Context: an optimization exercise on an open-source flow, tuned for small area. The choices shown serve that exercise and are no tape-out recipe.
The RTL was checked by simulation tests, not by an equivalence proof against the original design.
Power and IR drop assume default switching activity.

Setup of run a:
==> flow/design.v (excerpt) <==
module hub75_engine #(
    parameter [31:0] FLICKER_BUDGET_TICKS = 32'd500000
) (
    input  wire        clk,
    input  wire        rst,           
    input  wire        cmd_valid,
    output wire        cmd_ready,
    input  wire [63:0] cmd_data,
    output reg         rsp_valid,
    output wire [63:0] rsp_data,
    input  wire        timeout,
    output wire        mem_rd_en,
    output wire        mem_rd_buf,
    output wire [24:0] mem_rd_addr,
    input  wire [5:0]  mem_rd_data,
    output reg  [5:0]  hub_data,
    output reg         hub_clk,
    output reg         hub_lat,
    output wire        hub_oe_n,
    output reg  [4:0]  hub_addr,
    output wire        irq_fault
);
export LEC_CHECK = 0
export CAP_MARGIN = 20
export CORE_MARGIN = 2
export CORE_UTILIZATION = 55
export SLEW_MARGIN = 20
create_clock -name core_clock -period 18.0 [get_ports {clk}]
standard.sh (not shown) runs the stock make flow with config.mk's settings and CLKGATE_MAP_FILE= SYNTH_SCRIPT=/design/flow/synth_recipe.tcl, a recipe that flattens the netlist after the stock synthesis.
==> flow/flow/run.sh <==
#!/bin/bash
# Layout flow: the standard flow (standard.sh: ORFS from synthesis to
# the final layout), with three changes:
#  - synthesis is the standard flow's own script, except that ABC maps the logic with
#    the area-oriented script flow/area.abc instead of ORFS's speed script
#    (the clock period leaves ample slack); flip-flops are mapped before
#    ABC runs, so the registers are those of the standard synthesis;
#  - the port buffers that global placement inserts are the smallest
#    buffer (buf_1) instead of the resizer's default choice;
#  - clock tree synthesis makes larger sink clusters and inserts no dummy
#    loads (all sinks still reach the clock through buffers).
# The make output goes to standard.log here; ORFS writes each step's log
# under orfs/logs.
set -euo pipefail
HERE=$(pwd)
cat > "$HERE/area_synth.tcl" <<EOF
proc abc {args} {
  set i [lsearch -exact \$args -script]
  if {\$i >= 0} { lset args [expr {\$i + 1}] $HERE/flow/area.abc }
  yosys abc {*}\$args
}
source $HERE/synth_recipe.tcl
EOF
export BUFFER_PORTS_ARGS="-buffer_cell sky130_fd_sc_hd__buf_1"
export CTS_ARGS="-sink_clustering_enable -repair_clock_nets -dont_use_dummy_load -sink_clustering_size 16 -sink_clustering_max_diameter 55 -buf_list sky130_fd_sc_hd__clkbuf_8"
bash standard.sh SYNTH_SCRIPT="$HERE/area_synth.tcl" finish > standard.log 2>&1
==> flow/flow/area.abc <==
strash
&get -n
&fraig -x
&put
scorr
dc2
strash
&get -n
&deepsyn -T 60
&dch -f
&nf -a -R 2000
&put
Relative to run a, the following input files were edited for run b:
diff --git a/flow/design.v b/flow/design.v
--- a/flow/design.v
+++ b/flow/design.v
@@ -71,19 +71,19 @@
                      OP_STOP   = 8'h21;
     reg  [1:0]  st;
     reg         active;
     reg         pending;
     reg         stop_req;
     reg         retry_used;
     reg         fault;
     reg  [2:0]  sq;
     reg  [8:0]  cur;
-    reg         row_first;        
+    reg  [4:0]  n_row;
     reg  [3:0]  n_plane;          
     reg  [24:0] addr;
     reg  [TW-1:0] cnt;            
     reg  [31:0] cfg [0:6];
     reg  [7:0]  cfg_ok;           
     reg         act_v;
     reg  [5:0]  a_hrows;          
     reg  [15:0] a_cols;
     reg  [4:0]  a_depth;
@@ -193,19 +193,19 @@
     assign irq_fault = fault;
     wire stop_req_m = stop_req | do_stop;
     wire pending_m  = pending | do_commit;
     wire in_flight  = (sq != S_OFF) && (sq != S_FETCH);
     wire tmo        = timeout & running & in_flight;
     wire adopt      = (sq == S_FETCH) & ~stop_req_m & (cur == 9'd0) & pending_m;
     wire cnt_last   = (cnt == {{(TW-1){1'b0}}, 1'b1});
     wire fetch_stop = (sq == S_FETCH) & stop_req_m;
     wire esc        = tmo & retry_used;
-    wire [31:0] row_p1   = rinc({27'd0, hub_addr});
+    wire [31:0] row_p1   = rinc({27'd0, n_row});
     wire [31:0] plane_p1 = rinc({28'd0, n_plane});
     wire [31:0] cur_p1   = rinc({23'd0, cur});
     wire [31:0] addr_p1  = rinc({7'd0, addr});
     wire [31:0] cnt_m1   = rdec({{(32-TW){1'b0}}, cnt});
     wire [31:0] cdep_m1  = rdec({28'd0, cfg[2][3:0]});
     wire last_row   = (row_p1[5:0] == a_hrows);
     wire last_plane = (plane_p1[4:0] == a_depth);
     assign mem_rd_en   = (sq == S_SH0);
     assign mem_rd_buf  = active;
@@ -393,22 +393,19 @@
                         sq       <= S_SH2;
                     end
                     S_SH2: begin
                         hub_clk <= 1'b1;
                         sq      <= cnt_last ? S_LATCH : S_SH0;
                     end
                     S_LATCH: begin
                         hub_data <= 6'd0;
                         hub_clk  <= 1'b0;
-                        if (row_first)
-                            hub_addr <= 5'd0;
-                        else if (n_plane == 4'd0)
-                            hub_addr <= row_p1[4:0];
+                        hub_addr <= n_row;
                         hub_lat  <= 1'b1;
                         sq       <= S_HOLD;
                     end
                     S_HOLD: begin
                         hub_lat <= 1'b0;
                         if (cnt_last)
                             sq <= S_DONE;
                     end
                     S_DONE: begin
@@ -429,40 +426,38 @@
     end
     wire restart = do_start | (tmo & ~retry_used);
     wire to_idle = ~running | esc | fetch_stop;
     always @(posedge clk) begin
         if (to_idle) begin
             n_plane <= cdep_m1[3:0];
             cnt     <= cfg[6][TW-1:0];
         end
         if (restart) begin
-            row_first <= 1'b1;
+            n_row   <= 5'd0;
             n_plane <= 4'd0;
             addr    <= 25'd0;
         end else if (!tmo && !fetch_stop) begin
             case (sq)
                 S_FETCH: cnt <= a_cols;
                 S_SH2: begin
                     addr <= addr_p1[24:0];
                     cnt  <= cnt_last ? a_tick : cnt_m1[TW-1:0];
                 end
-                S_LATCH: begin
-                    cnt       <= sh_out;
-                    row_first <= 1'b0;
-                end
+                S_LATCH: cnt <= sh_out;
                 S_HOLD:  cnt <= cnt_m1[TW-1:0];
                 S_DONE: begin
                     if (last_row && last_plane) begin
-                        row_first <= 1'b1;
+                        n_row   <= 5'd0;
                         n_plane <= 4'd0;
                         addr    <= 25'd0;
                     end else if (last_plane) begin
                         n_plane <= 4'd0;
+                        n_row   <= row_p1[4:0];
                     end else begin
                         n_plane <= plane_p1[3:0];
                     end
                 end
                 default: ;
             endcase
         end
     end
 endmodule
### Flow results
- Run b: PASS, flow complete, no timing, DRC or antenna violations
- The maximum clock frequency of run b is lower than that of run a.
- Delta (run b minus run a): height of the die flat, average detailed-routed wire length per instance went down by 2.8%, number of antenna violations at the first check in global routing increased by 1 relative to the old numbers.
- For the routed length on met1, run b came in 4.2% lower than run a did.
- Compared with run a, run b shows a higher worst hold slack.
- Delta (run b minus run a): overall power of the completed layout down 0.56%, proportion of power drawn by flip-flops and latches up 0.7 points.
- Compared with run a, in run b design area essentially unchanged; netlist area before placement stayed essentially flat; logic depth of the worst path, buffers included lower.
- Run b — final critical-path setup slack 0.50 ns lower, run a as reference

==> afterwards: timing with drivers on the ports <==
Ports are ideal in the flow. The routed layouts listed here were re-timed in OpenROAD.
Step 1 assumes that a clkbuf_16 drives the clock port and a buf_2 every other input.
Step 2 also shifts input and output timing later by t, the mid clock arrival at the registers, as if the neighbouring blocks saw the same clock.
Three values: ideal ports, drivers, drivers and shift; two values: the first two.
| run | t, ns | slack for setup (ns) | clock arrival spread, ns |
|---|---|---|---|
| run a | 0.654 | 9.506 / 9.506 / 8.947 | 0.089 / 0.089 |
| run b | 0.627 | 9.007 / 9.039 / 8.413 | 0.074 / 0.073 |
After both steps setup and hold are still met in every run listed. For run b, which loses most, drivers alone change the setup slack by +0.032 ns; drivers and shift together by -0.594 ns.
